From an optimization exercise on the open Yosys and OpenROAD flow, aimed at small area; shortcuts taken in it are not production practice.
Where RTL was checked, it was by simulation tests only, not by an equivalence proof against the original.
Power and IR drop assume default switching activity.

job 8295:
## tkb_core
module tkb_core (
    input  wire         clk,
    input  wire         rst,
    input  wire [31:0]  now,
    input  wire         rx_valid,
    output wire         rx_ready,
    input  wire [31:0]  rx_id,
    input  wire [3:0]   rx_len,
    input  wire [63:0]  rx_data,
    input  wire         hall_valid,
    output wire         hall_ready,
    input  wire [2:0]   hall_raw,
    input  wire         wd_tick_valid,
    output wire         wd_tick_ready,
    input  wire         st_tick_valid,
    output wire         st_tick_ready,
    output wire         tx_valid,
    input  wire         tx_ready,
    output wire [31:0]  tx_id,
    output wire [3:0]   tx_len,
    output wire [63:0]  tx_data,
    input  wire         tx_ok,
    output wire         pwm_set_valid,
    input  wire         pwm_set_ready,
    output wire [2:0]   pwm_set_ch,
    output wire [15:0]  pwm_set_width,
    input  wire         pwm_set_ok,
    output wire [127:0] pw_out,
    output reg          pwm_en,
    output reg          thr_pwr,
    output reg          main_pwr,
    output wire [1:0]   ks_out,
    output wire [2:0]   hall_level,
    output reg  [7:0]   diag_cr,
    output reg  [7:0]   diag_hs,
    output reg  [7:0]   diag_ua,
    output reg          last_ok,
    output wire         busy,
    input  wire [63:0]  cfg_pw_rev,
    input  wire [63:0]  cfg_pw_neutral,
    input  wire [63:0]  cfg_pw_fwd,
    input  wire [2:0]   cfg_act_low,
    input  wire [31:0]  cfg_wd_timeout,
    input  wire [31:0]  cfg_hk_delay,
    input  wire [31:0]  cfg_cmd_id,
    input  wire [31:0]  cfg_status_id
);
Size in the first run: about 1,400 cells after synthesis, ~270 flip-flops, roughly 760 I/O pins, roughly 0.015 mm² of cells after synthesis.
export LEC_CHECK = 0
export CAP_MARGIN = 20
export CORE_AREA = 4 4 266 266
export DIE_AREA = 0 0 270 270
export PLACE_DENSITY = 0.95
export SLEW_MARGIN = 20
create_clock -name core_clock -period 80.0 [get_ports {clk}]
standard.sh (not shown) runs the stock make flow with config.mk's settings and CLKGATE_MAP_FILE= SYNTH_SCRIPT=/design/flow/synth_recipe.tcl, a recipe that flattens the netlist after the stock synthesis.
==> flow/flow/run.sh <==
#!/bin/bash
# The standard ORFS layout (standard.sh), with three changes:
# - synthesis is the standard flow's own script (synth_recipe.tcl, unchanged) with Yosys's
#   abc call given an area-recovering mapping script (flow/abc_area.script)
#   in place of ORFS's delay-oriented one; the registers, their names and
#   cell types are those of the standard synthesis;
# - the port buffers are made from the smallest buffer cell
#   (sky130_fd_sc_hd__buf_1) instead of the resizer's default choice; every
#   input and output port still gets its buffer;
# - clock tree synthesis uses one small clock buffer type, larger sink
#   clusters, and no dummy load cells.
# ORFS's whole output goes to standard.log; ORFS also keeps per-step logs
# under orfs/logs/.
set -o pipefail
HERE=$(pwd)
export BUFFER_PORTS_ARGS="-buffer_cell sky130_fd_sc_hd__buf_1"
export CTS_ARGS="-sink_clustering_enable -repair_clock_nets -sink_clustering_size 10 -sink_clustering_max_diameter 40 -buf_list sky130_fd_sc_hd__clkbuf_4 -dont_use_dummy_load"
{
  cat <<EOT
proc abc {args} {
  set i [lsearch -exact \$args -script]
  if {\$i >= 0} { lset args [expr {\$i + 1}] $HERE/flow/abc_area.script }
  yosys abc {*}\$args
}
EOT
  cat synth_recipe.tcl
} > area_synth.tcl
sed "s#SYNTH_SCRIPT=[^ ]*synth_recipe.tcl#SYNTH_SCRIPT=$HERE/area_synth.tcl#" standard.sh > area_standard.sh
if ! grep -q "SYNTH_SCRIPT=$HERE/area_synth.tcl" area_standard.sh; then
  echo "run.sh: could not point standard.sh at area_synth.tcl" >&2
  exit 1
fi
bash area_standard.sh > standard.log 2>&1
==> flow/flow/abc_area.script <==
strash
dch
amap
strash
dch
amap
topo
Edits applied to the flow inputs when going from job 8295 to job 5288:
-- flow/design.v --
<<< job 8295, line 166
        end
    endgenerate
    wire [6:0]  q        = !thr_mode ? 7'd0 :
                           !sb[7]    ? sb[6:0] :
                           nh[7]     ? 7'd127 : negmag;
    wire [15:0] ksel = 16'd1 << k;
    wire [3:0]  n_g, f_g, r_g;
>>> job 5288, line 166
        end
    endgenerate
    wire [6:0]  q        = !sb[7] ? sb[6:0] :
                           nh[7]  ? 7'd127 : negmag;
    wire [15:0] ksel = 16'd1 << k;
    wire [3:0]  n_g, f_g, r_g;
<<< job 8295, line 179
    endgenerate
    wire        n_bit    = n_g[ch[2:1]];
    wire        x_bit    = neg ? r_g[ch[2:1]] : f_g[ch[2:1]];
    wire [1:0]  digit;
    wire [6:0]  rem_nx;
>>> job 5288, line 178
    endgenerate
    wire        n_bit    = n_g[ch[2:1]];
    wire        x_bit    = !thr_mode ? n_bit : neg ? r_g[ch[2:1]] : f_g[ch[2:1]];
    wire [1:0]  digit;
    wire [6:0]  rem_nx;
Notes after the runs:
Across both runs, final instance area was higher for job 5288 than for job 8295.
Job 5288 vs. job 8295: fraction of the mapped netlist area in compound gates went down by 0.26 points.
Job 8295 vs job 5288, group with the largest share of power: sequential cells vs combinational cells
In the flow results for job 8295 and job 5288, the proportion of power drawn by the clock network is larger on job 8295.
On worst hold slack, job 8295 tracks job 5288 almost exactly.
Delta (job 5288 minus job 8295): sequential cell count ~0 delta, adder-cell area share of the yosys netlist ~0 delta.
Function not checked in job 5288: the RTL went through the layout flow alone.

## static timing again, ports no longer ideal
The flow's constraints put no driver on any port. The routed layouts listed below were extracted and timed again, unchanged, in two steps.
Step 1 assumes that a clkbuf_16 drives the clock port and a buf_2 every other input.
Step 2 also shifts input and output timing later by t, the mid clock arrival at the registers, as if the neighbouring blocks saw the same clock.
Three values: ideal, step 1, step 2; two values: the first two.
run | t, ns | slack for setup (ns) | worst setup path at the end | clock arrival spread, ns | worst data-port slew with drivers (ns)
job 8295 | 0.758 | 47.997 / 47.811 / 47.811 | input to output | 0.139 / 0.139 | 0.27
job 5288 | 0.805 | 47.995 / 47.857 / 47.857 | input to output | 0.077 / 0.077 | 0.20
After both steps every run listed still meets setup and hold. The setup slack of job 8295, which loses most, moves by -0.186 ns with the drivers and by -0.186 ns with both steps.
